From an optimization exercise on the open Yosys and OpenROAD flow, aimed at small area, a short achievable clock period and few clock cycles per item; shortcuts taken in it are not production practice.
In this exercise RTL edits were held to simulation tests only and were not proved equivalent to the original.
Power is estimated from default activity; no workload was simulated.

**flow/config.mk**
```make
export PLATFORM = sky130hd
export DESIGN_NAME = lbv1_xu
export DESIGN_NICKNAME = lbv1_xu
export VERILOG_FILES = /design/flow/design.v
export SDC_FILE = /design/flow/constraint.sdc
export NUM_CORES = 4
export LEC_CHECK = 0
export CAP_MARGIN = 20
export CORE_MARGIN = 2
export CORE_UTILIZATION = 30
export SLEW_MARGIN = 20
```
**flow/constraint.sdc**
```tcl
create_clock -name core_clock -period 10.0 [get_ports {clk}]
set_input_delay 2.0000 -clock core_clock [delete_from_list [all_inputs] [get_ports {clk}]]
set_output_delay 2.0000 -clock core_clock [all_outputs]
set_load 0.01 [all_outputs]
```
**flow/design.v**
```verilog
module lbv1_xu (
    input  wire         clk,
    input  wire         rst,
    input  wire         start,
    input  wire [3:0]   op,
    input  wire [3:0]   a_len,
    input  wire [63:0]  a_val,
    input  wire [3:0]   b_len,
    input  wire [63:0]  b_val,
    output wire         busy,
    output wire         done,
    output wire [3:0]   r_len,
    output wire [63:0]  r_val,
    output wire         ovf,
    output wire         dbz
);
    localparam [3:0] OP_ADD = 4'd0,  OP_SUB = 4'd1,  OP_NEG = 4'd2,  OP_MUL = 4'd3,
                     OP_DIV = 4'd4,  OP_REM = 4'd5,  OP_INC = 4'd6,  OP_DEC = 4'd7,
                     OP_AND = 4'd8,  OP_OR  = 4'd9,  OP_XOR = 4'd10, OP_NOT = 4'd11,
                     OP_SHL = 4'd12, OP_SHR = 4'd13;
    localparam [2:0] S_IDLE = 3'd0, S_EXEC = 3'd1, S_MUL = 3'd2, S_DIV = 3'd3, S_DONE = 3'd4;
    reg [2:0]   state;
    reg [3:0]   op_q;
    reg [3:0]   alen_q, blen_q;
    reg [63:0]  a_q, b_q;
    reg [63:0]  acc_q;       
    reg [63:0]  rem_q;       
    reg         lost_q;      
    reg         movf_q;      
    reg [5:0]   k_q;         
    reg [3:0]   r_len_q;
    reg [63:0]  r_val_q;
    reg         ovf_q, dbz_q;
    wire accept = start && (state == S_IDLE || state == S_DONE);
    assign busy  = (state == S_EXEC) || (state == S_MUL) || (state == S_DIV);
    assign done  = (state == S_DONE);
    assign r_len = r_len_q;
    assign r_val = r_val_q;
    assign ovf   = ovf_q;
    assign dbz   = dbz_q;
    wire [3:0] w_len = (alen_q > blen_q) ? alen_q : blen_q;
    wire [3:0] l_len = alen_q;
    wire [6:0]   w_bits = {w_len, 3'b000};
    wire [6:0]   l_bits = {l_len, 3'b000};
    wire [63:0]  mask_w = {64{1'b1}} >> (7'd64 - w_bits);
    wire [63:0]  mask_l = {64{1'b1}} >> (7'd64 - l_bits);
    wire [63:0]  top_w  = mask_w ^ (mask_w >> 1);    
    wire [64:0]  add_s = {1'b0, a_q} + {1'b0, b_q};
    wire [63:0]  sub_d = a_q - b_q;
    wire [63:0]  neg_d = 64'd0 - a_q;
    wire [64:0]  inc_s = {1'b0, a_q} + 65'd1;
    wire [63:0]  dec_d = a_q - 64'd1;
    wire         shamt_big = (|b_q[63:7]) || (b_q[6:0] >= l_bits);
    wire [63:0]  shl_v = shamt_big ? 64'd0 : ((a_q << b_q[5:0]) & mask_l);
    wire [63:0]  shr_v = shamt_big ? 64'd0 : (a_q >> b_q[5:0]);
    reg [63:0]  ex_val;
    reg [3:0]   ex_len;
    reg         ex_ovf;
    always @(*) begin
        ex_val = 64'd0;
        ex_len = w_len;
        ex_ovf = 1'b0;
        case (op_q)
            OP_ADD: begin
                ex_val = add_s[63:0]  & mask_w;
                ex_ovf = |(add_s & ~{1'b0, mask_w});
            end
            OP_SUB: ex_val = sub_d & mask_w;
            OP_NEG: begin ex_val = neg_d & mask_l; ex_len = l_len; end
            OP_INC: begin
                ex_val = inc_s[63:0]  & mask_l;
                ex_len = l_len;
                ex_ovf = |(inc_s & ~{1'b0, mask_l});
            end
            OP_DEC: begin ex_val = dec_d & mask_l; ex_len = l_len; end
            OP_AND: ex_val = a_q & b_q;
            OP_OR:  ex_val = a_q | b_q;
            OP_XOR: ex_val = a_q ^ b_q;
            OP_NOT: begin ex_val = ~a_q & mask_l; ex_len = l_len; end
            OP_SHL: begin ex_val = shl_v; ex_len = l_len; end
            OP_SHR: begin ex_val = shr_v; ex_len = l_len; end
            default: ;
        endcase
    end
    wire [64:0]  mul_s    = {1'b0, acc_q} + {1'b0, b_q};
    wire         mul_c    = |(mul_s & ~{1'b0, mask_w});
    wire [63:0]  mul_acc  = a_q[0] ? (mul_s[63:0]  & mask_w) : acc_q;
    wire         mul_ovf  = movf_q | (a_q[0] & (mul_c | lost_q));
    wire         mul_last = (a_q == 64'd1);
    wire         div_bit = a_q[k_q];
    wire [64:0]  div_r   = {rem_q, div_bit};
    wire         div_ge  = (div_r >= {1'b0, b_q});
    wire [64:0]  div_sub = div_r - {1'b0, b_q};
    wire [63:0]  div_rem = div_ge ? div_sub[63:0]  : div_r[63:0];
    wire [63:0]  div_quo = {acc_q[62:0], div_ge};
    always @(posedge clk) begin
        if (rst) begin
            state <= S_IDLE;
        end else begin
            case (state)
                S_IDLE, S_DONE: begin
                    if (accept) begin
                        op_q   <= op;
                        alen_q <= a_len;
                        blen_q <= b_len;
                        a_q    <= a_val;
                        b_q    <= b_val;
                        state  <= S_EXEC;
                    end else begin
                        state  <= S_IDLE;
                    end
                end
                S_EXEC: begin
                    r_len_q <= ex_len;
                    dbz_q   <= 1'b0;
                    case (op_q)
                        OP_MUL: begin
                            if (a_q == 64'd0 || b_q == 64'd0) begin
                                r_val_q <= 64'd0;
                                ovf_q   <= 1'b0;
                                state   <= S_DONE;
                            end else begin
                                acc_q  <= 64'd0;
                                lost_q <= 1'b0;
                                movf_q <= 1'b0;
                                state  <= S_MUL;
                            end
                        end
                        OP_DIV, OP_REM: begin
                            ovf_q <= 1'b0;
                            if (b_q == 64'd0) begin
                                dbz_q <= 1'b1;
                                state <= S_DONE;
                            end else begin
                                acc_q <= 64'd0;
                                rem_q <= 64'd0;
                                k_q   <= w_bits[5:0] - 6'd1;
                                state <= S_DIV;
                            end
                        end
                        default: begin
                            r_val_q <= ex_val;
                            ovf_q   <= ex_ovf;
                            state   <= S_DONE;
                        end
                    endcase
                end
                S_MUL: begin
                    acc_q  <= mul_acc;
                    movf_q <= mul_ovf;
                    lost_q <= lost_q | (|(b_q & top_w));
                    a_q    <= a_q >> 1;
                    b_q    <= (b_q << 1) & mask_w;
                    if (mul_last) begin
                        r_val_q <= mul_acc;
                        ovf_q   <= mul_ovf;
                        state   <= S_DONE;
                    end
                end
                S_DIV: begin
                    acc_q <= div_quo;
                    rem_q <= div_rem;
                    k_q   <= k_q - 6'd1;
                    if (k_q == 6'd0) begin
                        r_val_q <= (op_q == OP_DIV) ? div_quo : div_rem;
                        state   <= S_DONE;
                    end
                end
                default: state <= S_IDLE;
            endcase
        end
    end
endmodule
```
**flow/run.sh**
```bash
#!/bin/bash
# synth_recipe.tcl (not shown) runs the flow's synth.tcl, then flattens the netlist and writes it again
# the make line also repeats each setting of config.mk as NAME=value (left out here)
make -C /OpenROAD-flow-scripts/flow DESIGN_CONFIG=/design/flow/config.mk WORK_HOME=/design/flow/orfs CLKGATE_MAP_FILE= SYNTH_SCRIPT=/design/flow/synth_recipe.tcl finish
```
==> reports/results.txt <==
Tot Pwr -> 6420 µW
Ys async rst share -> 0
Most common cell after layout, fill and taps aside -> nor2_1
Clock skew -> 0.0543 ns
Synth unique cells -> 99
Number of synthesized flops with an enable pin -> 346
FILL cells -> 17800
Placeable Area -> 0.167 mm²
All-layer global routing usage -> 0.331
Max Clk Rate -> 136 MHz
Final setup violation count -> 0
Grt ovf -> 0
DIE AREA -> 0.172 mm²
Starting Density -> 0.302
Critical Path End Type -> flop
Final worst slack -> 2.64 ns
Routability cong. -> 1.07
Setup TNS -> 0 ns
Part of the cycle the worst path needs -> 0.736
FF+latch count, synth -> 349
Total Wirelength -> 298000 µm
Initial antenna violation count -> 23
Sequential share of the synthesized area -> 0.207
Clock Tree Buf Depth -> 3
Cell area power density -> 113 mW/mm²
Number of I/O pins -> 215
Post-placement setup slack -> 2.89 ns
Worst reg2reg path depth -> 23
Predominant post-synthesis flop cell -> edfxtp_1
CP startpoint kind -> flop
Root Driver -> clkbuf_16
ANT nets after route -> 0
RSZ-0062 raised after global routing -> false
Peak VDD IR -> 0.138 mV
CTS clk-pin slew, worst paths -> 0.07 ns
HPWL after DPL -> 237000 µm
Commonest cells after routing, fill and taps aside -> 796 x nor2_1, 681 x nand2_1, 618 x a21oi_1
Hold Crit Class -> reg2reg
Ys Warns -> 1
FP Rows -> 150
Avg Vias per Cell -> 6.41
TritonCTS Sinks -> 349
Critical Path AT -> 7.75 ns
# resized after CTS -> 0
Drt wl/cell -> 33.5 µm
First-pass GRT wire length -> 413000 µm
CTS tree -> built
H-tree depth -> 2
Skew-Pair Late Insertion Delay -> 0.69 ns
Largest net degree at the start of global routing -> 145
Actual slew at the worst max-slew pin -> 1.26 ns
Initial drt markers -> 8063
Mapped cell area -> 0.0505 mm²
Worst slew margin -> 0.137
WP data required -> 10.39 ns
WS Path Type -> reg2reg
Residual DRC -> 0
Synthesized netlist cell count -> 6764
Syn Nets -> 7279
Slew Viols, Final -> 0
Final Hold Fails -> 0
P_leak -> 0.0220 µW
Share of layout cells above drive strength 1 -> 0.0707
Area Growth Syn to Fin -> 12.2%
First-pass detailed-route iteration total -> 8
Vias in the first global route -> 52900
Die Ht -> 414 µm
Vias after detailed routing -> 57200
Status -> timing/DRC/antenna clean
Max_cap viols -> 0
Port-buffer cells -> 214
Syn Area/Cell -> 7.47 µm²
# hold bufs at CTS -> 0
Min Clock Period, post-route -> 7.36 ns
Num CTS Buffers -> 49
Hold Crit Depth -> 1
Die X -> 414 µm
Nets -> 7181
Area post-placement -> 0.0548 mm²
Worst-path fanout max -> 20
Number of setup buffers added after CTS -> 0
Final Instance Area -> 0.0567 mm²
[worst paths after layout]
kind,end,slack (ns),from
worst max register to register,r_val_q[63]$_DFFE_PP_,2.64,a_q[50]$_DFFE_PP_
worst max-delay path,r_val_q[63]$_DFFE_PP_,2.64,a_q[50]$_DFFE_PP_
worst min-delay path,acc_q[56]$_SDFFCE_PP0P_,0.60,acc_q[55]$_SDFFCE_PP0P_
worst min register to register,acc_q[56]$_SDFFCE_PP0P_,0.60,acc_q[55]$_SDFFCE_PP0P_
[cells in the mapped netlist, types with 79 or more instances]
cell type / count / area (µm²)
clkbuf_1: 382 / 1430
nand3_1: 169 / 846
a21oi_1: 619 / 3100
o21ai_0: 583 / 2920
o31ai_1: 87 / 653
inv_1: 245 / 920
nor4_1: 84 / 526
o22ai_1: 89 / 557
a21o_1: 181 / 1360
edfxtp_1: 346 / 10400
nand2_1: 684 / 2570
mux2i_1: 202 / 2020
a211oi_1: 92 / 691
xnor2_1: 250 / 2190
nand4_1: 110 / 688
o211ai_1: 79 / 593
mux4_2: 80 / 1800
nor2_1: 804 / 3020
nor3_1: 155 / 776
ha_1: 368 / 4600
[registers in the layout (all words and copies together), names as in the netlist, 6 cells and up]
signal   count
acc_q       64
rem_q       64
r_val_q     64
a_q         64
k_q          6
b_q         64
[final cells by class]
type,count,area [µm²],area share
clock inverter,36,557,0.00982
timing repair buffer,368,3350,0.0591
antenna,7,17.5,0.000309
sequential,349,10500,0.184
clock buffer,54,1240,0.0220
multi-input combinational,5632,37300,0.658
tap,2204,2760,0.0486
inverter,266,1000,0.0177
[routing by layer]
layer | wire (µm) | share of wire | up-vias | GRT usage
li1 | - | - | 25000 | -
met1 | 119000 | 0.40 | 27900 | 0.429
met2 | 127000 | 0.43 | 3605 | 0.495
met3 | 29700 | 0.099 | 704 | 0.0726
met4 | 22600 | 0.076 | 21 | 0.211
met5 | 217 | 0.00073 | - | 0
[per-stage QoR]
| step | hold slack, ns | util | std cells |
|---|---|---|---|
| final | 0.598 | 0.339 | 8916 |
| after global routing | 0.634 | 0.339 | 8910 |
| after CTS | 0.596 | 0.339 | 8907 |
| after detailed placement | 0.581 | 0.328 | 8817 |
| after global placement | 0.578 | 0.328 | 8813 |
| after floorplan | 0.548 | - | 6764 |
[cell families after synthesis]
kind of cell | after synthesis | synth area share
multiplexers | 322 | 0.0846
AND/OR/NAND/NOR | 2311 | 0.210
AO/OA/AOI/OAI | 2310 | 0.290
flip-flops | 349 | 0.207
adder cells (fa/ha/maj) | 372 | 0.0927
XOR/XNOR | 317 | 0.0550
buffers and inverters | 783 | 0.0600
[critical path, stage by stage (launching register included)]
cell and delay, ns:
edfxtp_1 0.83, mux2i_1 0.30, nor2_1 0.16, nor2_1 0.05
o21ai_0 0.13, o22ai_1 0.14, nor2_1 0.29, nand2_1 0.09
o311ai_0 0.10, o21ai_0 0.43, ha_1 0.40, nor2b_1 0.17
o211ai_1 0.11, a21oi_1 0.29, o21a_1 0.25, a31o_2 0.27
a31oi_1 0.33, o31ai_2 0.52, a31oi_1 0.30, o31a_1 0.60
or4_1 0.59, o221ai_1 0.11, nor2_1 0.07, or4_1 0.54
[power by group]
group / switching (µW) / total [µW] / internal (µW) / leakage [µW]
logic: 1720 / 2530 / 809 / 0.0179
registers: 144 / 1830 / 1680 / 0.00324
clock network: 841 / 2060 / 1220 / 0.000858
Testbench counts, summed over its fixed seeds: cycles 29,998, items 2,400.

-- separate check: timing with driven ports --
In the flow no input, the clock included, has a driving cell. The finished layout below was timed again as built, in two steps.
Step 1 sets driving cells, clkbuf_16 on the clock port and buf_2 on the other inputs (assumed; they add their load-dependent delay and slew).
Step 2 times the ports against the registers' clock, not the clock port: input delays grow and output delays shrink by t, the midpoint of the rising clock arrivals with the driver on.
Three values: no drivers, after step 1, after step 2; two values: the first two.
t (ns): 0.741
setup WS [ns]: 2.641 / 2.641 / 2.641
hold WS [ns]: 0.598 / 0.598 / 0.598
slew at the worst register clock pin (ns): 0.07 / 0.07
After both steps setup and hold are still met in this run. For this run, drivers alone change the setup slack by 0.000 ns; drivers and shift together by 0.000 ns.
